What follows belongs to an exercise in optimizing a design on an open flow for small area; a production flow would make more cautious choices.
At most, simulation tests tie the RTL to the original design; equivalence was not proved.
For runs 1 and 4, only the layout was checked, not whether the RTL still works.
No activity file was given, so power comes from the tool's default toggle rates.

--- flow/config.mk ---
export PLATFORM = sky130hd
export DESIGN_NAME = via_block
export DESIGN_NICKNAME = via_block
export VERILOG_FILES = /design/flow/design.v
export SDC_FILE = /design/flow/constraint.sdc
export NUM_CORES = 4
export LEC_CHECK = 0
export CAP_MARGIN = 20
export CORE_MARGIN = 2
export CORE_UTILIZATION = 40
export PLACE_DENSITY = 0.6
export SLEW_MARGIN = 20
--- flow/constraint.sdc ---
create_clock -name core_clock -period 10.0 [get_ports {clk}]
set_input_delay 2.0000 -clock core_clock [delete_from_list [all_inputs] [get_ports {clk}]]
set_output_delay 2.0000 -clock core_clock [all_outputs]
set_load 0.01 [all_outputs]
--- flow/design.v ---
module via_block (
    input  wire        clk,
    input  wire        rst,
    input  wire        cmd_valid,
    output wire        cmd_ready,
    input  wire [2:0]  cmd_op,       
    input  wire        cmd_unit,     
    input  wire        cmd_debug,    
    input  wire [3:0]  cmd_reg,
    input  wire [31:0] cmd_data,     
    input  wire        i2c_sda_in,   
    input  wire        ser_atn,
    input  wire        ser_clk,
    input  wire        ser_data,
    input  wire [3:0]  joy_data,     
    output reg         rsp_valid,
    output reg  [7:0]  rsp_rdata,
    output reg         rsp_i2c_step,
    output wire        irq1,
    output wire        irq2,
    output wire        pb7_1,
    output wire        pb7_2,
    output reg         i2c_sda_out,
    output reg         i2c_scl_out,
    output reg         joy_latch,
    output reg         joy_clk
);
    reg  [4:0] ph;
    reg        clr;           
    reg        run;
    reg  [5:0] pc;            
    wire       u    = cmd_unit;
    wire [3:0] r    = cmd_reg;
    wire [4:0] rel  = {ph[4] ^ u, ph[3:0]};
    wire       lo   = ~rel[4];
    wire       rend = &rel;
    wire op_rd = ~cmd_op[2] & ~cmd_op[1] & ~cmd_op[0];
    wire op_wr = ~cmd_op[1] & cmd_op[0];
    wire op_st = cmd_op[1] & ~cmd_op[0];
    wire op_pu = cmd_op[1] & cmd_op[0];
    wire op_rs = cmd_op[2];
    wire st      = run & op_st;
    wire p_cap   = st & (pc == 6'd25);
    wire p_arith = st & (pc[5:3] == 3'b011) & pc[1];
    wire p_t2y   = st & (pc == 6'd28);
    wire p_t2fin = st & (pc == 6'd29);
    wire p_t1fin = st & (pc == 6'd0);
    wire p_div   = st & pc[5];
    wire p_fin   = p_t2y | p_t2fin | p_t1fin;
    wire p_pulse = run & op_pu;
    wire p_wr    = run & op_wr;
    wire p_rs    = run & op_rs;
    wire p_rd    = run & op_rd;
    wire a_hi    = pc[0];       
    wire a_t1    = pc[2];       
    wire first   = (pc[4:0] == 5'd0);
    wire hw = r[0] | (r[3] & r[2] & r[1]);
    wire rd_done = p_rd & pc[0] & (rel == {1'b0, hw, 3'b111});
    wire nr_done = run & ~op_rd & rend & (pc == {5'd0, op_pu});
    assign cmd_ready = rd_done | nr_done;
    wire accept = cmd_valid & cmd_ready;
    reg [31:0] rA, rB, rC, rD, rT1, rT1L, rT2, rT2L, rPL, rPH;
    wire oA = rA[0], oB = rB[0], oC = rC[0], oD = rD[0];
    wire oT1 = rT1[0], oT1L = rT1L[0], oT2 = rT2[0], oT2L = rT2L[0];
    wire oPL = rPL[0], oPH = rPH[0];
    reg  iA, iB, iC, iD, iT1, iT1L, iT2, iT2L, iPL, iPH;
    reg [1:0] ifr6, ifr5, ier6, ier5, pb7r, t1neg, t2neg;
    wire [1:0] irq = (ifr6 & ier6) | (ifr5 & ier5);
    assign irq1  = irq[0];
    assign irq2  = irq[1];
    assign pb7_1 = pb7r[0];
    assign pb7_2 = pb7r[1];
    reg c1, c2, dly, b, fb, x16, und;    
    wire kbit = cmd_data[{a_hi, rel[3] & ~op_wr, rel[2:0]}];
    wire vbit = kbit;
    wire inc_t  = p_pulse ? (a_hi ? oPH : oPL)
                : a_hi ? (a_t1 ? t1neg[u] : t2neg[u])
                       : (a_t1 ? oT1 : oT2);
    wire inc_ci = (rel == 5'd0 && !a_hi) ? 1'b1 : c1;
    wire inc_s  = inc_t ^ inc_ci;
    wire inc_co = inc_t & inc_ci;
    wire sub_e  = (~a_t1 & und) ? (a_hi ? oPH : oPL) : kbit;
    wire sub_ci = (rel == 5'd0 && !a_hi) ? 1'b0 : c2;
    wire sub_d  = sub_e ^ ~inc_s ^ sub_ci;
    wire sub_co = (sub_e & ~inc_s) | (sub_e & sub_ci) | (~inc_s & sub_ci);
    wire tl     = lo & oT1L;
    wire p_ci   = (rel == 5'd1) | (c1 & (rel != 5'd0));
    wire p_bit  = tl ^ p_ci;
    wire p_co   = tl & p_ci;
    wire sg     = ~first & fb;
    wire dv_a   = (rel == 5'd0) ? b : (~first & dly);
    wire dv_b   = sg ? p_bit : ~p_bit;
    wire dv_ci  = (rel == 5'd0) ? ~sg : c2;
    wire dv_s   = dv_a ^ dv_b ^ dv_ci;
    wire dv_co  = (dv_a & dv_b) | (dv_a & dv_ci) | (dv_b & dv_ci);
    wire f_src_t2 = p_t2fin & und;
    wire f_src_t1 = p_t1fin & und;
    wire f_inv    = ~f_src_t2;
    wire f_src    = f_src_t2 ? oT2 : f_src_t1 ? oT1 : oPL;
    wire f_a      = lo ? (f_src ^ f_inv) : (f_inv & ~x16);
    wire f_x      = p_t2y   ? oPH
                  : p_t2fin ? (~und | fb)
                  : ((und & ~fb) ? tl : 1'b1);
    wire f_cin    = p_t1fin & und & ~fb;
    wire f_ci     = (rel == 5'd0) ? f_cin : c2;
    wire f_s      = f_a ^ f_x ^ f_ci;
    wire f_co     = (f_a & f_x) | (f_a & f_ci) | (f_x & f_ci);
    wire wm    = p_wr & lo & (rel[3] == hw);
    wire w_A   = wm & ((r[3:1] == 3'd0) | (r == 4'd15));
    wire w_B   = wm & (r[3:1] == 3'd1);
    wire w_T1L = wm & (r[3:2] == 2'd1);
    wire w_T2L = wm & (r[3:1] == 3'd4);
    wire w_C   = wm & (r[3:1] == 3'd5);
    wire w_D   = wm & (r == 4'd12);
    wire w_ier = wm & (r == 4'd14) & (rel[2:0] < 3'd5);
    wire ld_T1 = p_wr & lo & (r == 4'd5);
    wire ld_T2 = p_wr & lo & (r == 4'd9);
    wire push  = p_wr & ~u & ((r[3:2] == 2'd0) | (r == 4'd15)) & (rel[4:2] == 3'b010);
    wire ora_n  = iA;
    wire ddra_n = iB;
    always @(*) begin
        iA = oA; iB = oB; iC = oC; iD = oD;
        iT1 = oT1; iT1L = oT1L; iT2 = oT2; iT2L = oT2L; iPL = oPL; iPH = oPH;
        if (w_A)   iA   = vbit;
        if (w_B)   iB   = vbit;
        if (w_T1L) iT1L = vbit;
        if (w_T2L) iT2L = vbit;
        if (w_C)   iC   = vbit;
        if (w_D)   iD   = vbit;
        if (w_ier) iD   = cmd_data[7] ? (oD | vbit) : (oD & ~vbit);
        if (ld_T1) begin
            iT1 = rel[3] ? vbit : oT1L;
            if (rel == 5'd14) iD = 1'b1;
        end
        if (ld_T2) begin
            iT2 = rel[3] ? vbit : oT2L;
            if (rel == 5'd13) iD = 1'b1;
        end
        if (p_pulse & lo) begin
            if (a_hi) iPH = inc_s; else iPL = inc_s;
        end
        if (p_arith & lo) begin
            if (a_hi) iPH = sub_d; else iPL = sub_d;
        end
        if (p_div & lo) iT1 = dv_s;
        if ((p_t2y | p_t2fin) & lo) iT2 = f_s;
        if (p_t2fin & (rel == 5'd13)) iD = oD & ~und;
        if (p_t1fin & lo) begin
            iT1 = f_s;
            iPL = 1'b0;
            iPH = 1'b0;
            if (rel == 5'd14) iD = oD & ~(und & ~oC);
        end
        if (p_rs) begin
            iA = 1'b0; iB = 1'b0; iD = 1'b0; iPL = 1'b0; iPH = 1'b0;
            if (rel[3]) iC = 1'b0;
        end
        if (clr) begin
            iA = 1'b0; iB = 1'b0; iC = 1'b0; iD = 1'b0;
            iT1 = 1'b0; iT1L = 1'b0; iT2 = 1'b0; iT2L = 1'b0; iPL = 1'b0; iPH = 1'b0;
        end
    end
    always @(posedge clk) begin
        rA   <= {iA,   rA[31:1]};
        rB   <= {iB,   rB[31:1]};
        rC   <= {iC,   rC[31:1]};
        rD   <= {iD,   rD[31:1]};
        rT1  <= {iT1,  rT1[31:1]};
        rT1L <= {iT1L, rT1L[31:1]};
        rT2  <= {iT2,  rT2[31:1]};
        rT2L <= {iT2L, rT2L[31:1]};
        rPL  <= {iPL,  rPL[31:1]};
        rPH  <= {iPH,  rPH[31:1]};
    end
    wire [4:0] bm = 5'd30 - pc[4:0];      
    always @(posedge clk) begin
        dly <= rel[4] ? x16 : oT1;
        if (lo && rel[3:0] == bm[3:0])
            b <= bm[4] ? iPH : iPL;
        if (lo | (p_div & (rel == 5'd16))) begin
            c1 <= p_div ? p_co : inc_co;
            c2 <= p_div ? dv_co : p_fin ? f_co : sub_co;
        end
        if (p_arith & a_hi & (rel == 5'd0))  x16 <= sub_d;
        if (p_div & (rel == 5'd16))          x16 <= dv_s;
        if (p_arith & a_hi & (rel == 5'd15)) und <= sub_co;
        if ((p_cap & (rel == 5'd13)) | (p_rd & ~pc[0] & (rel == 5'd9)))
            und <= oC;
        if (p_t2y & (rel == 5'd15))          fb  <= f_co;
        if (p_div & (rel == 5'd17))          fb  <= dv_s;
    end
    wire [2:0] jb = rel[2:0];
    reg  ext, sb;
    always @(*) begin
        case (jb)
            3'd0: ext = r[0] & i2c_sda_in;
            3'd1: ext = r[0] & i2c_scl_out;
            3'd4: ext = r[0] & joy_data[0];
            3'd5: ext = r[0] ? joy_data[1] : ser_atn;
            3'd6: ext = r[0] ? joy_data[2] : ser_clk;
            3'd7: ext = r[0] ? joy_data[3] : ser_data;
            default: ext = 1'b0;
        endcase
        case (r[3:1])
            3'd0: sb = oA;
            3'd1: sb = oB;
            3'd2: sb = oT1;
            3'd3: sb = oT1L;
            3'd4: sb = oT2;
            3'd5: sb = oC;
            3'd6: sb = r[0] ? ((jb == 3'd5) & ifr5[u] | (jb == 3'd6) & ifr6[u] | (jb == 3'd7) & irq[u])
                            : oD;
            default: sb = r[0] ? oA
                            : (jb == 3'd5) ? ier5[u] : (jb == 3'd6) ? ier6[u] : (jb == 3'd7) | oD;
        endcase
        if (!u && (r[3:1] == 3'd0 || r == 4'd15))
            sb = (oB ? oA : ext) & ~(~r[0] & und);
    end
    always @(posedge clk)
        rsp_rdata <= {sb, rsp_rdata[7:1]};
    wire acc_wr = accept & op_wr;
    wire acc_rd = accept & op_rd & ~cmd_debug;
    wire acc_rs = accept & op_rs;
    wire t2_und = p_t2fin & (rel == 5'd13) & und & oD;
    wire t1_und = p_t1fin & (rel == 5'd14) & und & oD;
    integer n;
    always @(posedge clk) begin
        ph  <= rst ? 5'd0 : ph + 5'd1;
        clr <= rst | (clr & ~&ph);
        if (rst) begin
            run <= 1'b0;
        end else if (!run) begin
            if (cmd_valid & ~clr & rend) begin
                run <= 1'b1;
                pc  <= op_st ? 6'd25 : 6'd0;
            end
        end else if (cmd_ready) begin
            run <= 1'b0;
        end else if (rend) begin
            pc <= (p_arith & (pc[4:0] == 5'd31) & ~und) ? 6'd0 : pc + 6'd1;
        end
        rsp_valid    <= ~rst & accept;
        rsp_i2c_step <= accept & ~u & ((r == 4'd1) | (r == 4'd15)) &
                        ((op_rd & ~cmd_debug) | op_wr);
        for (n = 0; n < 2; n = n + 1) begin
            if (rst) begin
                ifr6[n] <= 1'b0; ifr5[n] <= 1'b0; ier6[n] <= 1'b0; ier5[n] <= 1'b0;
                pb7r[n] <= 1'b0; t1neg[n] <= 1'b0; t2neg[n] <= 1'b0;
            end else if (acc_rs) begin
                ifr6[n] <= 1'b0; ifr5[n] <= 1'b0; ier6[n] <= 1'b0; ier5[n] <= 1'b0;
                pb7r[n] <= 1'b0;
            end else if (u == n) begin
                if (t2_und) ifr5[n] <= 1'b1;
                if (t1_und) begin
                    ifr6[n] <= 1'b1;
                    pb7r[n] <= oC ? (pb7r[n] ^ fb) : ~pb7r[n];
                end
                if (p_t2fin & (rel == 5'd16)) t2neg[n] <= f_s;
                if (p_t1fin & (rel == 5'd16)) t1neg[n] <= f_s;
                if (acc_rd & (r == 4'd4)) ifr6[n] <= 1'b0;
                if (acc_rd & (r == 4'd8)) ifr5[n] <= 1'b0;
                if (acc_wr) begin
                    case (r)
                        4'd5: begin ifr6[n] <= 1'b0; pb7r[n] <= 1'b0; t1neg[n] <= 1'b0; end
                        4'd7: ifr6[n] <= 1'b0;
                        4'd9: begin ifr5[n] <= 1'b0; t2neg[n] <= 1'b0; end
                        4'd13: begin
                            if (cmd_data[6]) ifr6[n] <= 1'b0;
                            if (cmd_data[5]) ifr5[n] <= 1'b0;
                        end
                        4'd14: begin
                            if (cmd_data[6]) ier6[n] <= cmd_data[7];
                            if (cmd_data[5]) ier5[n] <= cmd_data[7];
                        end
                        default: ;
                    endcase
                end
            end
        end
        if (rst) begin
            i2c_sda_out <= 1'b1;
            i2c_scl_out <= 1'b1;
            joy_latch   <= 1'b0;
            joy_clk     <= 1'b0;
        end else begin
            if (push & (rel[1:0] == 2'd0)) i2c_sda_out <= ~ddra_n | ora_n;
            if (push & (rel[1:0] == 2'd1)) i2c_scl_out <= ~ddra_n | ora_n;
            if (push & (rel[1:0] == 2'd2)) joy_latch   <= ora_n;
            if (push & (rel[1:0] == 2'd3)) joy_clk     <= ora_n;
            if (acc_wr & ~u & (r == 4'd12) & (cmd_data[7:6] == 2'b11))
                i2c_scl_out <= cmd_data[5];
        end
    end
endmodule
--- flow/flow/run.sh ---
#!/bin/bash
set -euo pipefail
export FLOW_WORK="$PWD"
export FLOW_ABC_SCRIPT="$PWD/flow/abc_area_deep.script"
bash standard.sh \
  "SYNTH_SCRIPT=$PWD/flow/synth_deep.tcl" \
  "BUFFER_PORTS_ARGS=-buffer_cell sky130_fd_sc_hd__buf_1" \
  "CTS_ARGS=-sink_clustering_enable -repair_clock_nets -dont_use_dummy_load -buf_list sky130_fd_sc_hd__clkbuf_4 -sink_clustering_size 10 -sink_clustering_max_diameter 30" \
  finish > flow_make.log 2>&1
--- flow/flow/abc_area_deep.script ---
strash
&get -n
&deepsyn -J 200 -T 0
&put
dch -f
&get -n
&nf -R 1000
&put
topo
dnsize -c
--- flow/flow/synth_deep.tcl ---
# The standard synthesis script (synth_recipe.tcl, sourced unchanged), with only the ABC
# script of its technology-mapping call replaced by an area-oriented one (abc_area_deep.script).
# The flip-flops are mapped by dfflibmap before ABC runs, so the registers, their names and
# their cells are those of the standard synthesis.
proc abc {args} {
  set i [lsearch -exact $args -script]
  if {$i >= 0} { lset args [expr {$i + 1}] $::env(FLOW_ABC_SCRIPT) }
  yosys abc {*}$args
}
source $::env(FLOW_WORK)/synth_recipe.tcl
--- flow/standard.sh ---
#!/bin/bash
# synth_recipe.tcl (not shown) runs the flow's synth.tcl, then flattens the netlist and writes it again
# the make line also repeats each setting of config.mk as NAME=value (left out here)
make -C /OpenROAD-flow-scripts/flow DESIGN_CONFIG=/design/flow/config.mk WORK_HOME=/design/flow/orfs CLKGATE_MAP_FILE= SYNTH_SCRIPT=/design/flow/synth_recipe.tcl "${@:-finish}"
==> report_table.html, run 1 <==
<table>
<tr><th>Metric</th><th>Value</th></tr>
<tr><th colspan="2">Status</th></tr>
<tr><td>Status</td><td>finished clean</td></tr>
<tr><th colspan="2">Clock tree</th></tr>
<tr><td>TritonCTS clock tree</td><td>yes</td></tr>
<tr><td>Clock-pin slew on the worst setup and hold paths</td><td>100 ps</td></tr>
<tr><td># hold bufs at CTS</td><td>0</td></tr>
<tr><td>Post-CTS Setup Inserts</td><td>0</td></tr>
<tr><td>Clock tree root driver cell</td><td>clkbuf_4</td></tr>
<tr><td>Inserted Clock Buffers</td><td>54</td></tr>
<tr><td>Clock H-tree levels</td><td>2</td></tr>
<tr><td>Number of clock sinks</td><td>368</td></tr>
<tr><td>Worst-skew pair later-pin latency</td><td>670 ps</td></tr>
<tr><td>Number of buffers between clock root and the deepest sink</td><td>3</td></tr>
<tr><td>Post-cts resize count</td><td>0</td></tr>
<tr><th colspan="2">Hold path</th></tr>
<tr><td>Worst Hold Depth</td><td>0</td></tr>
<tr><td>Tightest Hold Check Type</td><td>flop to flop</td></tr>
<tr><th colspan="2">Timing</th></tr>
<tr><td>Final critical path time including I/O delays and setup</td><td>5560 ps</td></tr>
<tr><td>Final number of setup-violating endpoints</td><td>0</td></tr>
<tr><td>Final hold violations</td><td>0</td></tr>
<tr><td>Clock skew</td><td>69.8 ps</td></tr>
<tr><td>Max Fclk</td><td>0.180 GHz</td></tr>
<tr><td>Post-layout worst setup margin</td><td>approximately 4400 ps</td></tr>
<tr><td>Final period utilization</td><td>55.6%</td></tr>
<tr><td>Fin. max-slew vios</td><td>0</td></tr>
<tr><td>Actual transition at the worst max-transition pin</td><td>830 ps</td></tr>
<tr><td>Setup_tns</td><td>0 ps</td></tr>
<tr><td>Worst rel slew slack</td><td>44.7%</td></tr>
<tr><td>Unrepaired setup endpoints after global routing</td><td>false</td></tr>
<tr><th colspan="2">Setup path</th></tr>
<tr><td>Critical path data arrival time</td><td>roughly 3600 ps</td></tr>
<tr><td>Crit. path cell count</td><td>5</td></tr>
<tr><td>Slowest stage delay, CP</td><td>500 ps</td></tr>
<tr><td>Critical Path RT</td><td>8000 ps</td></tr>
<tr><td>Category of the worst setup path capture point</td><td>primary output</td></tr>
<tr><td>Nature of the critical path startpoint</td><td>primary input</td></tr>
<tr><td>Number of buffers and inverters on the critical path</td><td>2</td></tr>
<tr><td>Cell breakdown of the critical path</td><td>buf_1 &gt; a31oi_1 &gt; xnor2_1 &gt; o32ai_1 &gt; buf_1</td></tr>
<tr><td>Delay-heaviest family, CP</td><td>buffers and inverters</td></tr>
<tr><td>CP max FO</td><td>12</td></tr>
<tr><td>Count of cells along the worst register-to-register path</td><td>12</td></tr>
<tr><td>Cell with the biggest individual delay on the critical path</td><td>o32ai_1</td></tr>
<tr><td>Most frequent cell on the critical path</td><td>buf_1</td></tr>
<tr><td>Crit path kind</td><td>primary input to primary output</td></tr>
<tr><th colspan="2">Logic synthesis</th></tr>
<tr><td>Register bit total from synthesis</td><td>368</td></tr>
<tr><td>Number of standard cells after synthesis</td><td>762</td></tr>
<tr><td>Yosys warns</td><td>1</td></tr>
<tr><td>Syn nets</td><td>just over 800</td></tr>
<tr><td>Count of distinct cell types in the synthesized netlist</td><td>50</td></tr>
<tr><td>Count of flip-flops with a built-in enable after synthesis</td><td>12</td></tr>
<tr><td>Sequential cell area fraction in the yosys report</td><td>75.9%</td></tr>
<tr><td>Avg Cell Area, Syn</td><td>13.0 µm²</td></tr>
<tr><td>Proportion of synthesized flip-flops having asynchronous set or reset</td><td>0%</td></tr>
<tr><td>Most instantiated flip-flop cell in the synthesis netlist</td><td>dfxtp_1</td></tr>
<tr><td>Post-Syn Area</td><td>9870 µm²</td></tr>
<tr><th colspan="2">Global routing</th></tr>
<tr><td>Global routing usage summed across all routing layers</td><td>14.1%</td></tr>
<tr><td>Wire length of the first global-routing pass</td><td>29200 µm</td></tr>
<tr><td>Pin count of the biggest net entering global routing</td><td>20</td></tr>
<tr><td>Antenna violations before repair</td><td>1</td></tr>
<tr><td>Overflow left after global routing</td><td>0</td></tr>
<tr><td>Via count of the first global-routing pass</td><td>5719</td></tr>
<tr><th colspan="2">Cells and area</th></tr>
<tr><td>Layout area overhead</td><td>11.2%</td></tr>
<tr><td>Most common cell after layout, fill and taps aside</td><td>dfxtp_1</td></tr>
<tr><td>Multi-input gate area in the final layout</td><td>2320 µm²</td></tr>
<tr><td>Layout Cell Area excl Fill</td><td>11000 µm²</td></tr>
<tr><td>Nets</td><td>959</td></tr>
<tr><td>Share of cells above drive strength 1</td><td>under 10%</td></tr>
<tr><td>Utilization after layout</td><td>45.3%</td></tr>
<tr><td>Sequential cell area in the final layout</td><td>7490 µm²</td></tr>
<tr><td>Final Non-Filler Cells</td><td>1215</td></tr>
<tr><td>Layout fillers</td><td>2263</td></tr>
<tr><td>Commonest cells after routing, fill and taps aside</td><td>356 x dfxtp_1, 70 x buf_1, 55 x nand2_1, 54 x clkbuf_4, 46 x nor2_1</td></tr>
<tr><th colspan="2">Flow run</th></tr>
<tr><td>Reported max-cap violation count</td><td>0</td></tr>
<tr><th colspan="2">Power</th></tr>
<tr><td>Worst vdd rail ir drop</td><td>0.0973 mV</td></tr>
<tr><td>Pwr/cell area</td><td>slightly above 200 nW/µm²</td></tr>
<tr><td>Static leakage power</td><td>between 4 and 5 nW</td></tr>
<tr><th colspan="2">Routing</th></tr>
<tr><td>Final routed wirelength across all metal layers</td><td>18100 µm</td></tr>
<tr><td>Number of nets with antenna violations after detailed routing</td><td>0</td></tr>
<tr><td>Vias per cell</td><td>4.88</td></tr>
<tr><td>DRC violation count after routing</td><td>0</td></tr>
<tr><td>DRC marker count from the first detailed-route iteration</td><td>~460</td></tr>
<tr><td>Wire per inst</td><td>14.9 µm</td></tr>
<tr><td>Vias post-DR</td><td>5924</td></tr>
<tr><td>Count of TritonRoute iterations in the first routing pass</td><td>8</td></tr>
<tr><th colspan="2">Die</th></tr>
<tr><td>Std-Cell Core Area</td><td>24200 µm²</td></tr>
<tr><td>Die extent in x</td><td>161 µm</td></tr>
<tr><td>Number of placed I/O pins</td><td>71</td></tr>
<tr><td>Placement row count</td><td>57</td></tr>
<tr><td>Initial Util</td><td>40.7%</td></tr>
<tr><td>Die area</td><td>26000 µm²</td></tr>
<tr><td>Chip Height</td><td>161 µm</td></tr>
<tr><th colspan="2">Placement</th></tr>
<tr><td>Post-placement cell area</td><td>about 11000 µm²</td></tr>
<tr><td>Placement Setup Slack</td><td>4500 ps</td></tr>
<tr><td>Final estimated routing congestion in global placement</td><td>0.882</td></tr>
<tr><td>Number of port buffers</td><td>70</td></tr>
<tr><td>Inst Count DP</td><td>1160</td></tr>
<tr><td>Half-perimeter wire length after placement</td><td>around 12000 µm</td></tr>
</table>
==> path summary, 6_finish.rpt <==
kind                                 start  slack [ps]         to
worst max-delay path            cmd_reg[0]        4440  cmd_ready
worst min-delay path              rT1L[17]         270   rT1L[16]
worst max register to register       ph[0]        5860          b
worst min register to register    rT1L[17]         270   rT1L[16]
==> power by group <==
group,switching [W],internal [W],total [W]
Sequential,0.00000422,0.00148,0.00148
Combinational,0.0000485,0.0000274,0.0000760
Clock,0.000416,0.000246,0.000662
Total,0.000469,0.00175,0.00222
==> metal layers <==
layer	wire length, µm	share of wire [%]	track usage [%]
met1	8730	48	19.2
met2	7580	42	20.4
met3	1190	6.6	4.42
met4	581	3.2	6.62
met5	0	0	0
==> registers in the layout, indices dropped and copies added (netlist names), 32 cells and up <==
name	cells
rT1L	32
rPL	32
rC	32
rT2L	32
rT1	32
rT2	32
rD	32
rB	32
rA	32
rPH	32
==> synthesized netlist by cell type (2+ instances only) <==
master     count  area share, %
nor3_1        19           0.96
a211oi_1       3           0.23
a222oi_1       6           0.61
nand2b_1       8           0.51
xnor2_1        6           0.53
mux2_1         3           0.34
a31o_1         2           0.18
nand4_1        9           0.57
and3_1        14           0.89
fa_1           3           0.61
a32o_1         3           0.30
nand2_1       55            2.1
mux2i_1       11            1.1
nor3b_1        4           0.30
a221oi_1       2           0.18
nor2_1        46            1.7
nor4_1         4           0.25
o22ai_1        2           0.13
a22o_1         6           0.53
o22a_1         2           0.18
nand3_1       22            1.1
a2111oi_0      2           0.18
o31ai_1        4           0.30
and2_0         8           0.51
a311oi_1       4           0.35
clkinv_1      16           0.61
or3_1          2           0.13
xor2_1         5           0.44
a21oi_1       29            1.5
a31oi_1        8           0.51
nor2b_1       12           0.76
edfxtp_1      12            3.7
o211ai_1       2           0.15
ha_1          12            1.5
a22oi_1        4           0.30
a221o_1        3           0.30
dfxtp_1      356             72
o21ai_0       41            2.1
==> through the flow <==
stage                     total power, W  hold slack (ps)
after floorplan                  0.00156              310
after global placement           0.00159              310
after detailed placement         0.00159              312
after CTS                        0.00226              261
after global routing             0.00233              263
final                            0.00222              266
==> kinds of logic after synthesis <==
logic type,count (synthesis),synth area share (%)
simple gates,206,10.1
buf+inv,16,0.608
compound gates,131,8.68
flops,368,75.9
mux,15,1.69
fa+ha+maj,15,2.13
xor+xnor,11,0.976
==> layout make-up <==
class / count / area share, %
inverter: 16 / 0.547
clock buffer: 54 / 3.69
tap: 324 / 3.69
multi-input combinational: 378 / 21.2
sequential: 368 / 68.2
timing repair buffer: 74 / 2.67
antenna: 1 / 0.0228
==> inputs of run 2 (changes only) <==
--- a/flow/design.v
+++ b/flow/design.v
@@ -29,16 +29,16 @@
     reg        clr;           
     reg        run;
     reg  [5:0] pc;            
-    wire       u    = cmd_unit;
-    wire [3:0] r    = cmd_reg;
-    wire [4:0] rel  = {ph[4] ^ u, ph[3:0]};
-    wire       lo   = ~rel[4];
-    wire       rend = &rel;
     wire op_rd = ~cmd_op[2] & ~cmd_op[1] & ~cmd_op[0];
     wire op_wr = ~cmd_op[1] & cmd_op[0];
     wire op_st = cmd_op[1] & ~cmd_op[0];
     wire op_pu = cmd_op[1] & cmd_op[0];
     wire op_rs = cmd_op[2];
+    wire       u    = cmd_unit & ~op_rs;    
+    wire [3:0] r    = cmd_reg;
+    wire [4:0] rel  = {ph[4] ^ u, ph[3:0]};
+    wire       lo   = ~rel[4];
+    wire       rend = &rel;
     wire st      = run & op_st;
     wire p_cap   = st & (pc == 6'd25);
     wire p_arith = st & (pc[5:3] == 3'b011) & pc[1];
==> flow/flow/run.sh (replaced) <==
#!/bin/bash
set -euo pipefail
export FLOW_WORK="$PWD"
export FLOW_ABC_SCRIPT="$PWD/flow/abc_area_deep.script"
bash standard.sh \
  "SYNTH_SCRIPT=$PWD/flow/synth_deep.tcl" \
  "BUFFER_PORTS_ARGS=-buffer_cell sky130_fd_sc_hd__buf_1" \
  "CTS_ARGS=-sink_clustering_enable -repair_clock_nets -dont_use_dummy_load -buf_list sky130_fd_sc_hd__clkbuf_8 -sink_clustering_size 24 -sink_clustering_max_diameter 40" \
  finish > flow_make.log 2>&1
--- a/flow/config.mk
+++ b/flow/config.mk
@@ -7,6 +7,6 @@
 export LEC_CHECK = 0
 export CAP_MARGIN = 20
 export CORE_MARGIN = 2
-export CORE_UTILIZATION = 40
-export PLACE_DENSITY = 0.6
+export CORE_UTILIZATION = 70
+export PLACE_DENSITY = 0.85
 export SLEW_MARGIN = 20
==> run 2 against run 1 <==
Against the previous run:
- via count rose by 10%
- sequential power barely moved
- utilization rose by 33 points
- synthesized area fell by 0.44%
- still clean on timing, DRC and antenna
- wire length rose by 31%
- largest power group unchanged
==> report_table.html, run 2 <==
<table>
<tr><th>Metric</th><th>Value</th></tr>
<tr><th colspan="2">Die</th></tr>
<tr><td>Chip Height</td><td>122 µm (-24%)</td></tr>
<tr><td>Std-Cell Core Area</td><td>13800 µm² (-43%)</td></tr>
<tr><td>Die extent in x</td><td>122 µm (-24%)</td></tr>
<tr><td>Number of placed I/O pins</td><td>71 (unchanged)</td></tr>
<tr><td>Placement row count</td><td>43 (-25%)</td></tr>
<tr><td>Initial Util</td><td>71.3% (+31 points)</td></tr>
<tr><td>Die area</td><td>15000 µm² (-42%)</td></tr>
<tr><th colspan="2">Cells and area</th></tr>
<tr><td>Final Non-Filler Cells</td><td>1052 (-13%)</td></tr>
<tr><td>Nets</td><td>940 (-2.0%)</td></tr>
<tr><td>Multi-input gate area in the final layout</td><td>2260 µm² (-2.5%)</td></tr>
<tr><td>Sequential cell area in the final layout</td><td>7490 µm² (unchanged)</td></tr>
<tr><td>Layout area overhead</td><td>9.98%</td></tr>
<tr><td>Share of cells above drive strength 1</td><td>4.36% (-2.3 points)</td></tr>
<tr><td>Most common cell after layout, fill and taps aside</td><td>dfxtp_1</td></tr>
<tr><td>Layout fillers</td><td>761 (-66%)</td></tr>
<tr><td>Commonest cells after routing, fill and taps aside</td><td>356 x dfxtp_1, 70 x buf_1, 69 x nand2_1, 54 x nor2_1</td></tr>
<tr><th colspan="2">Logic synthesis</th></tr>
<tr><td>Syn nets</td><td>831 (+0.24%)</td></tr>
<tr><td>Area fraction of the dominant cell type after synthesis</td><td>72.5% (+0.32 points)</td></tr>
<tr><td>Number of standard cells after synthesis</td><td>764 (+0.26%)</td></tr>
<tr><td>Count of distinct cell types in the synthesized netlist</td><td>52 (+4.0%)</td></tr>
<tr><td>Post-Syn Area</td><td>9830 µm² (-0.44%)</td></tr>
<tr><td>Count of flip-flops with a built-in enable after synthesis</td><td>12 (unchanged)</td></tr>
<tr><td>Avg Cell Area, Syn</td><td>12.9 µm² (-0.70%)</td></tr>
<tr><td>Register bit total from synthesis</td><td>368 (unchanged)</td></tr>
<tr><td>Yosys warns</td><td>1 (unchanged)</td></tr>
<tr><td>Sequential cell area fraction in the yosys report</td><td>76.2% (+0.34 points)</td></tr>
<tr><td>Cell types occupying the most area after synthesis</td><td>dfxtp_1 73%, edfxtp_1 3.7%, nand2_1 2.6%, nor2_1 2.1%, o21ai_0 1.7%</td></tr>
<tr><td>Proportion of synthesized flip-flops having asynchronous set or reset</td><td>0% (unchanged)</td></tr>
<tr><td>Cell with the most instances after synthesis</td><td>dfxtp_1</td></tr>
<tr><td>Cell accounting for the most synthesized area</td><td>dfxtp_1</td></tr>
<tr><td>Most instantiated flip-flop cell in the synthesis netlist</td><td>dfxtp_1</td></tr>
<tr><td>Ranking of synthesized cells by instance count</td><td>356 x dfxtp_1, 69 x nand2_1, 54 x nor2_1</td></tr>
<tr><th colspan="2">Placement</th></tr>
<tr><td>Inst Count DP</td><td>1017 (-12%)</td></tr>
<tr><td>Final estimated routing congestion in global placement</td><td>0.947 (+7.4%)</td></tr>
<tr><td>Half-perimeter wire length after placement</td><td>16500 µm (+34%)</td></tr>
<tr><td>Placement Setup Slack</td><td>3720 ps (-778 ps)</td></tr>
<tr><td>Number of port buffers</td><td>70 (unchanged)</td></tr>
<tr><th colspan="2">Setup path</th></tr>
<tr><td>Timing endpoint of the critical path</td><td>cmd_ready</td></tr>
<tr><td>Endpoint of the most critical register-to-register path</td><td>b</td></tr>
<tr><td>Nature of the critical path startpoint</td><td>primary input</td></tr>
<tr><td>Number of buffers and inverters on the critical path</td><td>3 (+1)</td></tr>
<tr><td>Crit path kind</td><td>primary input to primary output</td></tr>
<tr><td>Critical Path RT</td><td>8000 ps (about the same)</td></tr>
<tr><td>Crit. path cell count</td><td>7 (+2)</td></tr>
<tr><td>Critical path data arrival time</td><td>4440 ps (+880 ps)</td></tr>
<tr><td>Critical Path Source</td><td>cmd_op[2]</td></tr>
<tr><td>Cell with the biggest individual delay on the critical path</td><td>o32ai_1</td></tr>
<tr><td>Count of cells along the worst register-to-register path</td><td>14 (+2)</td></tr>
<tr><td>Category of the worst setup path capture point</td><td>primary output</td></tr>
<tr><td>RR Startpoint</td><td>ph[0]</td></tr>
<tr><td>CP max FO</td><td>12 (unchanged)</td></tr>
<tr><td>Delay-heaviest family, CP</td><td>simple AND/OR/NAND/NOR gates</td></tr>
<tr><td>Slowest stage delay, CP</td><td>630 ps (+130 ps)</td></tr>
<tr><td>Cell breakdown of the critical path</td><td>buf_1 &gt; nand2b_1 &gt; xnor2_1 &gt; buf_4 &gt; or3_1 &gt; o32ai_1 &gt; buf_1</td></tr>
<tr><td>Most frequent cell on the critical path</td><td>buf_1</td></tr>
<tr><td>R2R Setup Slk</td><td>5350 ps (-510 ps)</td></tr>
<tr><th colspan="2">Status</th></tr>
<tr><td>Status</td><td>finished clean</td></tr>
<tr><th colspan="2">Routing</th></tr>
<tr><td>Number of nets with antenna violations after detailed routing</td><td>0 (unchanged)</td></tr>
<tr><td>Count of TritonRoute iterations in the first routing pass</td><td>5 (-3)</td></tr>
<tr><td>DRC violation count after routing</td><td>0 (unchanged)</td></tr>
<tr><td>DRC marker count from the first detailed-route iteration</td><td>867 (+87%)</td></tr>
<tr><td>Vias per cell</td><td>6.20 (+27%)</td></tr>
<tr><td>Final routed wirelength across all metal layers</td><td>23600 µm (+31%)</td></tr>
<tr><td>Vias post-DR</td><td>6520 (+10%)</td></tr>
<tr><td>Wire per inst</td><td>22.4 µm (+51%)</td></tr>
<tr><th colspan="2">Timing</th></tr>
<tr><td>Actual transition at the worst max-transition pin</td><td>1050 ps (+216 ps)</td></tr>
<tr><td>Fin. max-slew vios</td><td>0 (unchanged)</td></tr>
<tr><td>Worst hold slack</td><td>258 ps (-7.50 ps)</td></tr>
<tr><td>Worst rel slew slack</td><td>29.6% (-15 points)</td></tr>
<tr><td>Unrepaired setup endpoints after global routing</td><td>false</td></tr>
<tr><td>Max Fclk</td><td>0.155 GHz (-14%)</td></tr>
<tr><td>Final period utilization</td><td>64.4% (+8.8 points)</td></tr>
<tr><td>Final hold violations</td><td>0 (unchanged)</td></tr>
<tr><td>Clock skew</td><td>70.1 ps (+0.360 ps)</td></tr>
<tr><td>Final number of setup-violating endpoints</td><td>0 (unchanged)</td></tr>
<tr><td>Final critical path time including I/O delays and setup</td><td>6440 ps (+880 ps)</td></tr>
<tr><td>Setup_tns</td><td>0 ps (unchanged)</td></tr>
<tr><td>Post-layout worst setup margin</td><td>3560 ps (-880 ps)</td></tr>
<tr><th colspan="2">Clock tree</th></tr>
<tr><td>Number of buffers between clock root and the deepest sink</td><td>3 (unchanged)</td></tr>
<tr><td>TritonCTS clock tree</td><td>yes</td></tr>
<tr><td>Post-CTS Setup Inserts</td><td>0 (unchanged)</td></tr>
<tr><td>Post-cts resize count</td><td>0 (unchanged)</td></tr>
<tr><td># hold bufs at CTS</td><td>0 (unchanged)</td></tr>
<tr><td>Inserted Clock Buffers</td><td>34 (-37%)</td></tr>
<tr><td>Number of clock sinks</td><td>368 (unchanged)</td></tr>
<tr><td>Clock-pin slew on the worst setup and hold paths</td><td>120 ps (+20 ps)</td></tr>
<tr><td>Clock tree root driver cell</td><td>clkbuf_8</td></tr>
<tr><td>Worst-skew pair later-pin latency</td><td>560 ps (-110 ps)</td></tr>
<tr><td>Clock H-tree levels</td><td>2 (unchanged)</td></tr>
<tr><th colspan="2">Power</th></tr>
<tr><td>Pwr/cell area</td><td>214 nW/µm² (+5.8%)</td></tr>
<tr><td>Combinational cell fraction of total power</td><td>4.1% (+0.7 points)</td></tr>
<tr><td>Worst vdd rail ir drop</td><td>0.186 mV (+92%)</td></tr>
<tr><td>Switching power</td><td>0.000496 W (+5.7%)</td></tr>
<tr><td>Static leakage power</td><td>4.11 nW (-1.2%)</td></tr>
<tr><td>Switching power share of the total</td><td>21.5% (+0.33 points)</td></tr>
<tr><td>Flop pwr share</td><td>64.3% (-2.4 points)</td></tr>
<tr><td>Internal power of the cells</td><td>0.00181 W (+3.7%)</td></tr>
<tr><td>Clock share of power</td><td>31.6% (+1.7 points)</td></tr>
<tr><th colspan="2">Global routing</th></tr>
<tr><td>Antenna violations before repair</td><td>1 (unchanged)</td></tr>
<tr><td>Via count of the first global-routing pass</td><td>6472 (+13%)</td></tr>
<tr><td>Global routing usage summed across all routing layers</td><td>32.6% (+19 points)</td></tr>
<tr><td>Wire length of the first global-routing pass</td><td>35800 µm (+23%)</td></tr>
<tr><td>Overflow left after global routing</td><td>0 (unchanged)</td></tr>
<tr><td>Pin count of the biggest net entering global routing</td><td>25 (+25%)</td></tr>
<tr><th colspan="2">Hold path</th></tr>
<tr><td>Tightest Hold Check Type</td><td>flop to flop</td></tr>
<tr><th colspan="2">Flow run</th></tr>
<tr><td>Reported max-cap violation count</td><td>0 (unchanged)</td></tr>
</table>
-- run 2: cell count changes after synthesis, sizes merged, moves of 4 or more --
cell    change
nor2b       -4
clkinv      +4
nand2      +14
o21ai       -7
o22ai      +17
nor2        +8
nand3      -10
and3       -11
a32o        +4
mux2i       -4
-- run 2: cells by family (layout without fill, tap and decap cells) --
family / after synthesis / in the layout / share of synthesized area, %
mux: 11 / 11 / 1.29
flops: 368 / 368 / 76.2
buf+inv: 20 / 127 / 0.764
fa+ha+maj: 15 / 15 / 2.14
other cells: 0 / 1 / 0
xor+xnor: 12 / 12 / 1.07
compound gates: 140 / 140 / 9.33
simple gates: 198 / 198 / 9.22
-- run 2: stage by stage --
step / utilization [%] / instance area [µm²] / power, W
finish: 78.5 / 10800 / 0.00231
global route: 78.5 / 10800 / 0.00237
CTS: 78.5 / 10800 / 0.00231
detailed placement: 75.1 / 10300 / 0.00161
global placement: 75.1 / 10300 / 0.00160
floorplan: - / 9830 / 0.00157
-- run 2: worst min-delay path by stage --
| stage | depth (start not counted) | from | slack, ps | endpoint |
|---|---|---|---|---|
| 2_1_floorplan | 0 | rA[1] | 310 | rA[0] |
| 3_3_place_gp | 0 | rA[2] | 310 | rA[1] |
| 3_5_place_dp | 0 | rT1L[24] | 310 | rT1L[23] |
| 4_1_cts | 0 | rA[13] | 260 | rA[12] |
| 5_1_grt | 0 | rA[13] | 260 | rA[12] |
| 6_report | 0 | rA[13] | 260 | rA[12] |
-- run 2: power groups by stage --
stage / sequential, W / combinational, W / clock, W
after floorplan: 0.00152 / 0.0000481 / 0
after global placement: 0.00152 / 0.0000807 / 0
after detailed placement: 0.00152 / 0.0000874 / 0
after CTS: 0.00148 / 0.0000885 / 0.000740
after global routing: 0.00149 / 0.0000985 / 0.000790
final: 0.00148 / 0.0000942 / 0.000731
-- run 2: routing by layer --
layer	GRT usage [%]	wire [µm]
met5	0	0
met4	21.6	1670
met3	9.01	2360
met2	52.9	11300
met1	38.0	8300
-- run 2: layout make-up --
class	count	share of cell area, %
Clock buffer	34	4.33
Multi-Input combinational cell	376	21.0
Inverter	20	0.695
Sequential cell	368	69.3
Tap cell	180	2.08
Antenna cell	1	0.0232
Timing Repair Buffer	73	2.64
-- run 2: worst register-to-register path, delay by kind of cell (launching register included) --
kind                     cells  cell delay (ps)
adder cells (fa/ha/maj)      1              640
flip-flops                   1              530
AND/OR/NAND/NOR              3              530
buffers and inverters        1              250
multiplexers                 2              540
AO/OA/AOI/OAI                7             1920
==> inputs of run 3 (changes only) <==
--- a/flow/design.v
+++ b/flow/design.v
@@ -70,7 +70,7 @@
     assign irq2  = irq[1];
     assign pb7_1 = pb7r[0];
     assign pb7_2 = pb7r[1];
-    reg c1, c2, dly, b, fb, x16, und;    
+    reg c1, c2, dly, dPL, dPH, fb, x16, und;    
     wire kbit = cmd_data[{a_hi, rel[3] & ~op_wr, rel[2:0]}];
     wire vbit = kbit;
     wire inc_t  = p_pulse ? (a_hi ? oPH : oPL)
@@ -88,7 +88,7 @@
     wire p_bit  = tl ^ p_ci;
     wire p_co   = tl & p_ci;
     wire sg     = ~first & fb;
-    wire dv_a   = (rel == 5'd0) ? b : (~first & dly);
+    wire dv_a   = (rel == 5'd0) ? rPH[15] : (~first & dly);
     wire dv_b   = sg ? p_bit : ~p_bit;
     wire dv_ci  = (rel == 5'd0) ? ~sg : c2;
     wire dv_s   = dv_a ^ dv_b ^ dv_ci;
@@ -142,7 +142,11 @@
         if (p_arith & lo) begin
             if (a_hi) iPH = sub_d; else iPL = sub_d;
         end
-        if (p_div & lo) iT1 = dv_s;
+        if (p_div & lo) begin
+            iT1 = dv_s;
+            iPL = (rel == 5'd0) ? 1'b0 : dPL;
+            iPH = (rel == 5'd0) ? rPL[15] : dPH;
+        end
         if ((p_t2y | p_t2fin) & lo) iT2 = f_s;
         if (p_t2fin & (rel == 5'd13)) iD = oD & ~und;
         if (p_t1fin & lo) begin
@@ -172,11 +176,10 @@
         rPL  <= {iPL,  rPL[31:1]};
         rPH  <= {iPH,  rPH[31:1]};
     end
-    wire [4:0] bm = 5'd30 - pc[4:0];      
     always @(posedge clk) begin
         dly <= rel[4] ? x16 : oT1;
-        if (lo && rel[3:0] == bm[3:0])
-            b <= bm[4] ? iPH : iPL;
+        dPL <= oPL;
+        dPH <= oPH;
         if (lo | (p_div & (rel == 5'd16))) begin
             c1 <= p_div ? p_co : inc_co;
             c2 <= p_div ? dv_co : p_fin ? f_co : sub_co;
==> flow/flow/run.sh (replaced) <==
#!/bin/bash
set -euo pipefail
export FLOW_WORK="$PWD"
export FLOW_ABC_SCRIPT="$PWD/flow/abc_area_deep.script"
bash standard.sh \
  "SYNTH_SCRIPT=$PWD/flow/synth_deep.tcl" \
  "BUFFER_PORTS_ARGS=-buffer_cell sky130_fd_sc_hd__buf_1" \
  "CTS_ARGS=-sink_clustering_enable -repair_clock_nets -dont_use_dummy_load -buf_list sky130_fd_sc_hd__clkbuf_8 -sink_clustering_size 20 -sink_clustering_max_diameter 50" \
  finish > flow_make.log 2>&1
--- a/flow/config.mk
+++ b/flow/config.mk
@@ -7,6 +7,8 @@
 export LEC_CHECK = 0
 export CAP_MARGIN = 20
 export CORE_MARGIN = 2
-export CORE_UTILIZATION = 70
-export PLACE_DENSITY = 0.85
+export CORE_UTILIZATION = 50
+export GPL_ROUTABILITY_DRIVEN = 0
+export GPL_TIMING_DRIVEN = 0
+export PLACE_DENSITY = 0.7
 export SLEW_MARGIN = 20
==> run 3 against run 2 <==
Against the previous run:
- still clean
- clock power fell by 15%
- global-route usage fell by 16 points
- via count fell by 13%
- sequential share of layout area rose by 0.61 points
- synthesized area fell by 0.43%
- register-to-register slack improved by 1000 ps
- maximum frequency fell by 2.4%
- setup slack got worse by 160 ps
==> report_table.html, run 3 <==
<table>
<tr><th>Metric</th><th>Value</th></tr>
<tr><th colspan="2">Global routing</th></tr>
<tr><td>Global routing usage summed across all routing layers</td><td>16.9% (-16 points)</td></tr>
<tr><td>Antenna violations before repair</td><td>2 (+1)</td></tr>
<tr><td>Pin count of the biggest net entering global routing</td><td>21 (-16%)</td></tr>
<tr><td>Via count of the first global-routing pass</td><td>5131 (-21%)</td></tr>
<tr><td>Wire length of the first global-routing pass</td><td>27200 µm (-24%)</td></tr>
<tr><td>Overflow left after global routing</td><td>0 (unchanged)</td></tr>
<tr><th colspan="2">Setup path</th></tr>
<tr><td>R2R Setup Slk</td><td>6350 ps (+1000 ps)</td></tr>
<tr><td>Slowest stage delay, CP</td><td>870 ps (+240 ps)</td></tr>
<tr><td>Critical Path RT</td><td>8000 ps (about the same)</td></tr>
<tr><td>Number of buffers and inverters on the critical path</td><td>2 (-1)</td></tr>
<tr><td>Endpoint of the most critical register-to-register path</td><td>rPL[31]</td></tr>
<tr><td>RR Startpoint</td><td>ph[4]</td></tr>
<tr><td>Cell breakdown of the critical path</td><td>buf_1 &gt; nor2b_1 &gt; xnor2_1 &gt; nand2_1 &gt; nor2_1 &gt; nand4b_1 &gt; a21oi_1 &gt; buf_1</td></tr>
<tr><td>Critical path data arrival time</td><td>4600 ps (+160 ps)</td></tr>
<tr><td>Delay-heaviest family, CP</td><td>XOR/XNOR gates</td></tr>
<tr><td>Critical Path Source</td><td>cmd_op[2]</td></tr>
<tr><td>Most frequent cell on the critical path</td><td>buf_1</td></tr>
<tr><td>Nature of the critical path startpoint</td><td>primary input</td></tr>
<tr><td>Cell with the biggest individual delay on the critical path</td><td>xnor2_1</td></tr>
<tr><td>Count of cells along the worst register-to-register path</td><td>8 (-6)</td></tr>
<tr><td>Category of the worst setup path capture point</td><td>primary output</td></tr>
<tr><td>Crit path kind</td><td>primary input to primary output</td></tr>
<tr><td>CP max FO</td><td>11 (-1)</td></tr>
<tr><th colspan="2">Routing</th></tr>
<tr><td>Vias per cell</td><td>5.14 (-17%)</td></tr>
<tr><td>DRC violation count after routing</td><td>0 (unchanged)</td></tr>
<tr><td>Count of TritonRoute iterations in the first routing pass</td><td>5 (unchanged)</td></tr>
<tr><td>Final routed wirelength across all metal layers</td><td>17700 µm (-25%)</td></tr>
<tr><td>Wire per inst</td><td>16.0 µm (-29%)</td></tr>
<tr><td>Vias post-DR</td><td>5683 (-13%)</td></tr>
<tr><td>DRC marker count from the first detailed-route iteration</td><td>494 (-43%)</td></tr>
<tr><td>Number of nets with antenna violations after detailed routing</td><td>0 (unchanged)</td></tr>
<tr><th colspan="2">Timing</th></tr>
<tr><td>Fin. max-slew vios</td><td>0 (unchanged)</td></tr>
<tr><td>Actual transition at the worst max-transition pin</td><td>1030 ps (-13.8 ps)</td></tr>
<tr><td>Worst rel slew slack</td><td>30.7% (+1.1 points)</td></tr>
<tr><td>Post-layout worst setup margin</td><td>3400 ps (-158 ps)</td></tr>
<tr><td>Setup_tns</td><td>0 ps (unchanged)</td></tr>
<tr><td>Unrepaired setup endpoints after global routing</td><td>false</td></tr>
<tr><td>Final number of setup-violating endpoints</td><td>0 (unchanged)</td></tr>
<tr><td>Final hold violations</td><td>0 (unchanged)</td></tr>
<tr><td>Clock skew</td><td>62.1 ps (-8.06 ps)</td></tr>
<tr><td>Final critical path time including I/O delays and setup</td><td>6600 ps (+158 ps)</td></tr>
<tr><td>Final period utilization</td><td>66.0% (+1.6 points)</td></tr>
<tr><td>Max Fclk</td><td>0.152 GHz (-2.4%)</td></tr>
<tr><th colspan="2">Die</th></tr>
<tr><td>Die area</td><td>20700 µm² (+38%)</td></tr>
<tr><td>Placement row count</td><td>51 (+19%)</td></tr>
<tr><td>Initial Util</td><td>50.6% (-21 points)</td></tr>
<tr><td>Die extent in x</td><td>144 µm (+17%)</td></tr>
<tr><td>Chip Height</td><td>144 µm (+17%)</td></tr>
<tr><td>Number of placed I/O pins</td><td>71 (unchanged)</td></tr>
<tr><td>Std-Cell Core Area</td><td>19300 µm² (+40%)</td></tr>
<tr><th colspan="2">Clock tree</th></tr>
<tr><td>Clock H-tree levels</td><td>1 (-1)</td></tr>
<tr><td># hold bufs at CTS</td><td>0 (unchanged)</td></tr>
<tr><td>Number of buffers between clock root and the deepest sink</td><td>3 (unchanged)</td></tr>
<tr><td>Inserted Clock Buffers</td><td>25 (-26%)</td></tr>
<tr><td>Clock-pin slew on the worst setup and hold paths</td><td>110 ps (about the same)</td></tr>
<tr><td>TritonCTS clock tree</td><td>yes</td></tr>
<tr><td>Worst-skew pair later-pin latency</td><td>560 ps (about the same)</td></tr>
<tr><td>Post-cts resize count</td><td>0 (unchanged)</td></tr>
<tr><td>Clock tree root driver cell</td><td>clkbuf_8</td></tr>
<tr><td>Post-CTS Setup Inserts</td><td>0 (unchanged)</td></tr>
<tr><td>Number of clock sinks</td><td>369 (+0.27%)</td></tr>
<tr><th colspan="2">Hold path</th></tr>
<tr><td>Hold endpoint</td><td>rPL[15]</td></tr>
<tr><td>Worst Hold Depth</td><td>0 (unchanged)</td></tr>
<tr><td>Hold path startpoint</td><td>rPL[16]</td></tr>
<tr><td>Tightest Hold Check Type</td><td>flop to flop</td></tr>
<tr><th colspan="2">Logic synthesis</th></tr>
<tr><td>Proportion of synthesized flip-flops having asynchronous set or reset</td><td>0% (unchanged)</td></tr>
<tr><td>Number of standard cells after synthesis</td><td>744 (-2.6%)</td></tr>
<tr><td>Cell accounting for the most synthesized area</td><td>dfxtp_1</td></tr>
<tr><td>Avg Cell Area, Syn</td><td>13.2 µm² (+2.2%)</td></tr>
<tr><td>Most instantiated flip-flop cell in the synthesis netlist</td><td>dfxtp_1</td></tr>
<tr><td>Yosys warns</td><td>1 (unchanged)</td></tr>
<tr><td>Count of flip-flops with a built-in enable after synthesis</td><td>11 (-1)</td></tr>
<tr><td>Post-Syn Area</td><td>9780 µm² (-0.43%)</td></tr>
<tr><td>Register bit total from synthesis</td><td>369 (+0.27%)</td></tr>
<tr><td>Ranking of synthesized cells by instance count</td><td>358 x dfxtp_1, 58 x nand2_1, 50 x nor2_1</td></tr>
<tr><td>Syn nets</td><td>811 (-2.4%)</td></tr>
<tr><td>Count of distinct cell types in the synthesized netlist</td><td>51 (-1.9%)</td></tr>
<tr><td>Cell with the most instances after synthesis</td><td>dfxtp_1</td></tr>
<tr><td>Area fraction of the dominant cell type after synthesis</td><td>73.2% (+0.72 points)</td></tr>
<tr><td>Cell types occupying the most area after synthesis</td><td>dfxtp_1 73%, edfxtp_1 3.4%, nand2_1 2.2%, nor2_1 1.9%, a21oi_1 1.5%</td></tr>
<tr><td>Sequential cell area fraction in the yosys report</td><td>76.6% (+0.43 points)</td></tr>
<tr><th colspan="2">Power</th></tr>
<tr><td>Static leakage power</td><td>4.02 nW (-2.2%)</td></tr>
<tr><td>Worst vdd rail ir drop</td><td>0.131 mV (-30%)</td></tr>
<tr><td>Pwr/cell area</td><td>204 nW/µm² (-4.4%)</td></tr>
<tr><th colspan="2">Cells and area</th></tr>
<tr><td>Commonest cells after routing, fill and taps aside</td><td>358 x dfxtp_1, 70 x buf_1, 58 x nand2_1, 50 x nor2_1</td></tr>
<tr><td>Utilization after layout</td><td>55.5% (-23 points)</td></tr>
<tr><td>Layout Cell Area excl Fill</td><td>10700 µm² (-0.74%)</td></tr>
<tr><td>Layout area overhead</td><td>9.64%</td></tr>
<tr><td>Most common cell after layout, fill and taps aside</td><td>dfxtp_1</td></tr>
<tr><td>Nets</td><td>908 (-3.4%)</td></tr>
<tr><td>Share of cells above drive strength 1</td><td>3.46% (-0.91 points)</td></tr>
<tr><th colspan="2">Placement</th></tr>
<tr><td>Post-placement cell area</td><td>10400 µm² (+0.40%)</td></tr>
<tr><td>Half-perimeter wire length after placement</td><td>12200 µm (-26%)</td></tr>
<tr><td>Placement Setup Slack</td><td>3510 ps (-210 ps)</td></tr>
<tr><td>Number of port buffers</td><td>70 (unchanged)</td></tr>
<tr><th colspan="2">Flow run</th></tr>
<tr><td>Reported max-cap violation count</td><td>0 (unchanged)</td></tr>
<tr><th colspan="2">Status</th></tr>
<tr><td>Status</td><td>finished clean</td></tr>
</table>
run 3: cell count changes after synthesis, moves of 6 or more:
cell      delta
o22ai_1     -17
nand2_1     -11
nor2b_1      +8
a222oi_1     +7
a32o_1       -7
o211ai_1     +6
run 3: final cells by class:
class | count | area (µm²)
Antenna cell | 2 | 5.00
Clock buffer | 25 | 344
Fill cell | 1629 | 8610
Inverter | 16 | 60.1
Multi-Input combinational cell | 359 | 2230
Sequential cell | 369 | 7500
Tap cell | 265 | 332
Timing Repair Buffer | 70 | 263
run 3: power by group:
group	internal (W)	switching [W]
clock network	0.000225	0.000397
logic	0.0000306	0.0000523
registers	0.00148	0.00000581
total	0.00174	0.000455
run 3: how the worst max path moves through the flow:
stage,slack [ps],cells after the start,end
2_1_floorplan,4580,6,cmd_ready
3_3_place_gp,3500,8,cmd_ready
3_5_place_dp,3510,8,cmd_ready
4_1_cts,3510,8,cmd_ready
5_1_grt,3200,8,cmd_ready
6_report,3400,8,cmd_ready
run 3: cell families (layout without fill, tap and decap cells):
logic type	Yosys count	in the layout	synth area share (%)
flip-flops	369	369	76.6
multiplexers	14	14	1.97
XOR/XNOR	6	6	0.537
AO/OA/AOI/OAI	125	125	8.38
other	0	2	0
adder cells (fa/ha/maj)	15	15	2.15
buffers and inverters	16	111	0.614
AND/OR/NAND/NOR	199	199	9.73
run 3: metal layers:
metal	GRT usage [%]	vias up	wire length [µm]
met3	4.17	40	1380
li1	-	2765	-
met4	4.85	0	476
met5	0	-	0
met2	24.5	216	7410
met1	25.0	2662	8410
run 3: per-stage QoR:
| step | hold WS, ps | total power (W) | instances |
|---|---|---|---|
| after global placement | 310 | 0.00160 | 1079 |
| after detailed placement | 312 | 0.00160 | 1079 |
| final | 278 | 0.00219 | 1106 |
| after CTS | 282 | 0.00221 | 1104 |
| after floorplan | 310 | 0.00157 | 744 |
| after global routing | 272 | 0.00227 | 1105 |
==> inputs of run 4 (changes only) <==
--- a/flow/design.v
+++ b/flow/design.v
@@ -40,7 +40,6 @@
     wire       lo   = ~rel[4];
     wire       rend = &rel;
     wire st      = run & op_st;
-    wire p_cap   = st & (pc == 6'd25);
     wire p_arith = st & (pc[5:3] == 3'b011) & pc[1];
     wire p_t2y   = st & (pc == 6'd28);
     wire p_t2fin = st & (pc == 6'd29);
@@ -55,7 +54,7 @@
     wire a_t1    = pc[2];       
     wire first   = (pc[4:0] == 5'd0);
     wire hw = r[0] | (r[3] & r[2] & r[1]);
-    wire rd_done = p_rd & pc[0] & (rel == {1'b0, hw, 3'b111});
+    wire rd_done = p_rd & (rel == {1'b0, hw, 3'b111});
     wire nr_done = run & ~op_rd & rend & (pc == {5'd0, op_pu});
     assign cmd_ready = rd_done | nr_done;
     wire accept = cmd_valid & cmd_ready;
@@ -187,8 +186,7 @@
         if (p_arith & a_hi & (rel == 5'd0))  x16 <= sub_d;
         if (p_div & (rel == 5'd16))          x16 <= dv_s;
         if (p_arith & a_hi & (rel == 5'd15)) und <= sub_co;
-        if ((p_cap & (rel == 5'd13)) | (p_rd & ~pc[0] & (rel == 5'd9)))
-            und <= oC;
+        if (~run & rend) und <= op_st ? rC[14] : rC[10];
         if (p_t2y & (rel == 5'd15))          fb  <= f_co;
         if (p_div & (rel == 5'd17))          fb  <= dv_s;
     end
@@ -235,7 +233,7 @@
         end else if (!run) begin
             if (cmd_valid & ~clr & rend) begin
                 run <= 1'b1;
-                pc  <= op_st ? 6'd25 : 6'd0;
+                pc  <= op_st ? 6'd26 : 6'd0;
             end
         end else if (cmd_ready) begin
             run <= 1'b0;
==> run 4 against run 3 <==
Against the previous run:
- final cell count up 1.9%
- die area up 0.29%
- final area up 0.45%
- first-iteration DRC count up 29%
- synthesized cell count up 2.8%
- largest cell class unchanged
- register-to-register slack worse by 510 ps
- still clean on timing, DRC and antenna
- flip-flop and latch count unchanged
- via count up 2.8%
- critical path depth unchanged
- wire length up 3.3%
- worst hold slack better by 8.0 ps
==> report_table.html, run 4 <==
<table>
<tr><th>Metric</th><th>Value</th></tr>
<tr><th colspan="2">Hold path</th></tr>
<tr><td>Hold endpoint</td><td>rB[9]</td></tr>
<tr><td>Tightest Hold Check Type</td><td>flop to flop</td></tr>
<tr><td>Worst Hold Depth</td><td>0 (unchanged)</td></tr>
<tr><td>Hold path startpoint</td><td>rB[10]</td></tr>
<tr><th colspan="2">Power</th></tr>
<tr><td>Static leakage power</td><td>4.06 nW (+1.0%)</td></tr>
<tr><td>Flop pwr share</td><td>67.3% (-0.6 points)</td></tr>
<tr><td>Switching power</td><td>0.000464 W (+1.9%)</td></tr>
<tr><td>Worst vdd rail ir drop</td><td>0.136 mV (+4.2%)</td></tr>
<tr><td>Pwr/cell area</td><td>205 nW/µm² (+0.36%)</td></tr>
<tr><td>Switching power share of the total</td><td>21.0% (+0.22 points)</td></tr>
<tr><th colspan="2">Routing</th></tr>
<tr><td>Wire per inst</td><td>16.2 µm (+1.4%)</td></tr>
<tr><td>DRC violation count after routing</td><td>0 (unchanged)</td></tr>
<tr><td>DRC marker count from the first detailed-route iteration</td><td>635 (+29%)</td></tr>
<tr><td>Vias post-DR</td><td>5844 (+2.8%)</td></tr>
<tr><td>Vias per cell</td><td>5.19 (+0.92%)</td></tr>
<tr><td>Final routed wirelength across all metal layers</td><td>18300 µm (+3.3%)</td></tr>
<tr><th colspan="2">Setup path</th></tr>
<tr><td>CP max FO</td><td>13 (+2)</td></tr>
<tr><td>Endpoint of the most critical register-to-register path</td><td>rPL[31]</td></tr>
<tr><td>Category of the worst setup path capture point</td><td>primary output</td></tr>
<tr><td>Critical Path RT</td><td>8000 ps (about the same)</td></tr>
<tr><td>Crit path kind</td><td>primary input to primary output</td></tr>
<tr><td>Count of cells along the worst register-to-register path</td><td>11 (+3)</td></tr>
<tr><td>RR Startpoint</td><td>ph[0]</td></tr>
<tr><td>Critical path data arrival time</td><td>4720 ps (+120 ps)</td></tr>
<tr><td>Nature of the critical path startpoint</td><td>primary input</td></tr>
<tr><th colspan="2">Clock tree</th></tr>
<tr><td>Inserted Clock Buffers</td><td>26 (+4.0%)</td></tr>
<tr><td>Clock-pin slew on the worst setup and hold paths</td><td>110 ps (about the same)</td></tr>
<tr><td>Post-cts resize count</td><td>0 (unchanged)</td></tr>
<tr><td># hold bufs at CTS</td><td>0 (unchanged)</td></tr>
<tr><td>Number of clock sinks</td><td>369 (unchanged)</td></tr>
<tr><td>Post-CTS Setup Inserts</td><td>0 (unchanged)</td></tr>
<tr><td>Clock H-tree levels</td><td>1 (unchanged)</td></tr>
<tr><th colspan="2">Die</th></tr>
<tr><td>Die area</td><td>20800 µm² (+0.29%)</td></tr>
<tr><td>Chip Height</td><td>144 µm (+0.15%)</td></tr>
<tr><td>Placement row count</td><td>51 (unchanged)</td></tr>
<tr><td>Die extent in x</td><td>144 µm (+0.15%)</td></tr>
<tr><td>Std-Cell Core Area</td><td>19300 µm² (unchanged)</td></tr>
<tr><th colspan="2">Logic synthesis</th></tr>
<tr><td>Register bit total from synthesis</td><td>369 (unchanged)</td></tr>
<tr><td>Cell with the most instances after synthesis</td><td>dfxtp_1</td></tr>
<tr><td>Number of standard cells after synthesis</td><td>765 (+2.8%)</td></tr>
<tr><td>Post-Syn Area</td><td>9810 µm² (+0.31%)</td></tr>
<tr><td>Count of flip-flops with a built-in enable after synthesis</td><td>11 (unchanged)</td></tr>
<tr><td>Count of distinct cell types in the synthesized netlist</td><td>50 (-2.0%)</td></tr>
<tr><td>Cell accounting for the most synthesized area</td><td>dfxtp_1</td></tr>
<tr><td>Cell types occupying the most area after synthesis</td><td>dfxtp_1 73%, edfxtp_1 3.4%, nand2_1 2.4%, a21oi_1 1.9%, nor2_1 1.9%</td></tr>
<tr><td>Most instantiated flip-flop cell in the synthesis netlist</td><td>dfxtp_1</td></tr>
<tr><td>Yosys warns</td><td>1 (unchanged)</td></tr>
<tr><td>Ranking of synthesized cells by instance count</td><td>358 x dfxtp_1, 64 x nand2_1, 50 x nor2_1</td></tr>
<tr><td>Proportion of synthesized flip-flops having asynchronous set or reset</td><td>0% (unchanged)</td></tr>
<tr><th colspan="2">Placement</th></tr>
<tr><td>Post-placement cell area</td><td>10400 µm² (+0.29%)</td></tr>
<tr><td>Half-perimeter wire length after placement</td><td>12700 µm (+4.3%)</td></tr>
<tr><td>Inst Count DP</td><td>1100 (+1.9%)</td></tr>
<tr><th colspan="2">Status</th></tr>
<tr><td>Status</td><td>finished clean</td></tr>
<tr><th colspan="2">Global routing</th></tr>
<tr><td>Peak-usage layer in the global routing report</td><td>met1</td></tr>
<tr><td>Wire length of the first global-routing pass</td><td>28700 µm (+5.5%)</td></tr>
<tr><td>Pin count of the biggest net entering global routing</td><td>24 (+14%)</td></tr>
<tr><td>Antenna violations before repair</td><td>2 (unchanged)</td></tr>
<tr><td>Global routing usage summed across all routing layers</td><td>17.8% (+0.95 points)</td></tr>
<tr><td>Met2 routing resource usage after global routing</td><td>24.9% (+0.40 points)</td></tr>
<tr><td>Global-route track usage on met1</td><td>27.2% (+2.2 points)</td></tr>
<tr><td>Routing usage on met3</td><td>4.14% (-0.026 points)</td></tr>
<tr><th colspan="2">Cells and area</th></tr>
<tr><td>Utilization after layout</td><td>55.7% (+0.25 points)</td></tr>
<tr><td>Commonest cells after routing, fill and taps aside</td><td>358 x dfxtp_1, 70 x buf_1, 64 x nand2_1, 50 x nor2_1, 38 x a21oi_1</td></tr>
<tr><td>Layout fillers</td><td>1610 (-1.2%)</td></tr>
<tr><td>Final Non-Filler Cells</td><td>1127 (+1.9%)</td></tr>
<tr><td>Share of cells above drive strength 1</td><td>3.25% (-0.20 points)</td></tr>
<tr><td>Layout Cell Area excl Fill</td><td>10800 µm² (+0.45%)</td></tr>
<tr><th colspan="2">Timing</th></tr>
<tr><td>Final number of setup-violating endpoints</td><td>0 (unchanged)</td></tr>
<tr><td>Final critical path time including I/O delays and setup</td><td>6720 ps (+122 ps)</td></tr>
<tr><td>Actual transition at the worst max-transition pin</td><td>1180 ps (+152 ps)</td></tr>
<tr><td>Unrepaired setup endpoints after global routing</td><td>false</td></tr>
</table>
run 4: cell count changes after synthesis, sizes merged, moves of 4 or more:
| cell | delta |
|---|---|
| a21o | +5 |
| o211ai | -4 |
| o21ai | +4 |
| nand4 | -6 |
| o22ai | +4 |
| a222oi | -5 |
| a21oi | +8 |
| nand2 | +6 |
| nand2b | -5 |
| nand3 | +8 |
run 4: worst max-delay path by stage:
stage / start / endpoint / slack [ps] / cells past startpoint
after CTS: cmd_op[2] / cmd_ready / 3050 / 8
after floorplan: cmd_op[2] / cmd_ready / 4250 / 6
after global placement: cmd_op[2] / cmd_ready / 3050 / 8
final: cmd_op[2] / cmd_ready / 3280 / 8
after global routing: cmd_op[2] / cmd_ready / 3200 / 8
after detailed placement: cmd_op[2] / cmd_ready / 3060 / 8
run 4: final cells by class:
class                      count  area, µm²  area share [%]
tap                          265        332            3.08
clock buffer                  26        358            3.32
sequential                   369       7500            69.6
multi-input combinational    378       2260            20.9
antenna                        1       2.50          0.0232
inverter                      18       67.6           0.627
timing repair buffer          70        263            2.44
run 4: critical path, cell delays in order:
cell and delay [ps]:
buf_1 160, nand2b_1 470, xnor2_2 680, nand2_1 220
nor3_1 490, a21boi_0 310, nor2b_1 230, buf_1 170
run 4: logic make-up after synthesis:
family                   share of synthesized area, %
flip-flops                                       76.4
buffers and inverters                           0.688
multiplexers                                     1.27
AND/OR/NAND/NOR                                  9.60
adder cells (fa/ha/maj)                          2.14
AO/OA/AOI/OAI                                    9.19
XOR/XNOR                                        0.714
run 4: power groups by stage:
stage / clock network, W / logic (W) / registers [W]
floorplan: 0 / 0.0000509 / 0.00152
finish: 0.000632 / 0.0000908 / 0.00149
detailed placement: 0 / 0.0000880 / 0.00152
CTS: 0.000657 / 0.0000884 / 0.00149
global route: 0.000710 / 0.0000989 / 0.00149
global placement: 0 / 0.0000875 / 0.00152
run 4: routing by layer:
| metal | vias to the layer above | wire, µm |
|---|---|---|
| li1 | 2820 | - |
| met1 | 2720 | 8970 |
| met2 | 248 | 7220 |
| met3 | 54 | 1530 |
| met4 | 2 | 524 |
| met5 | - | 16 |
run 4: through the flow:
step,setup WS [ps],power [W]
after floorplan,4250,0.00157
after global placement,3050,0.00161
after detailed placement,3060,0.00161
after CTS,3050,0.00223
after global routing,3200,0.00230
final,3280,0.00221

## static timing again, ports no longer ideal
How much do the figures lean on ideal ports? The routed layouts below were timed once more, with nothing changed but the port constraints. Step 1: set_driving_cell puts a clkbuf_16 on clk and a buf_2 on each other input, an assumption about the parent block. Step 2 adds t to the input delays and takes it off the output delays; t is the mean of the earliest and latest rising clock arrival at the registers after step 1. Input paths then give back, and output paths get back, about the clock's delay inside the block. Slacks: no drivers / after step 1 / after step 2; pairs: no drivers / after step 1.
| run | t, ns | setup WS [ns] | worst setup path at the end |
|---|---|---|---|
| run 1 | 0.661 | 4.438 / 4.406 / 4.406 | input to output |
| run 2 | 0.556 | 3.559 / 3.537 / 3.537 | input to output |
| run 3 | 0.572 | 3.400 / 3.344 / 3.344 | input to output |
| run 4 | 0.576 | 3.279 / 3.221 / 3.221 | input to output |
After both steps every run listed still meets setup and hold. The setup slack of run 4, which loses most, moves by -0.058 ns with the drivers and by -0.058 ns with both steps.
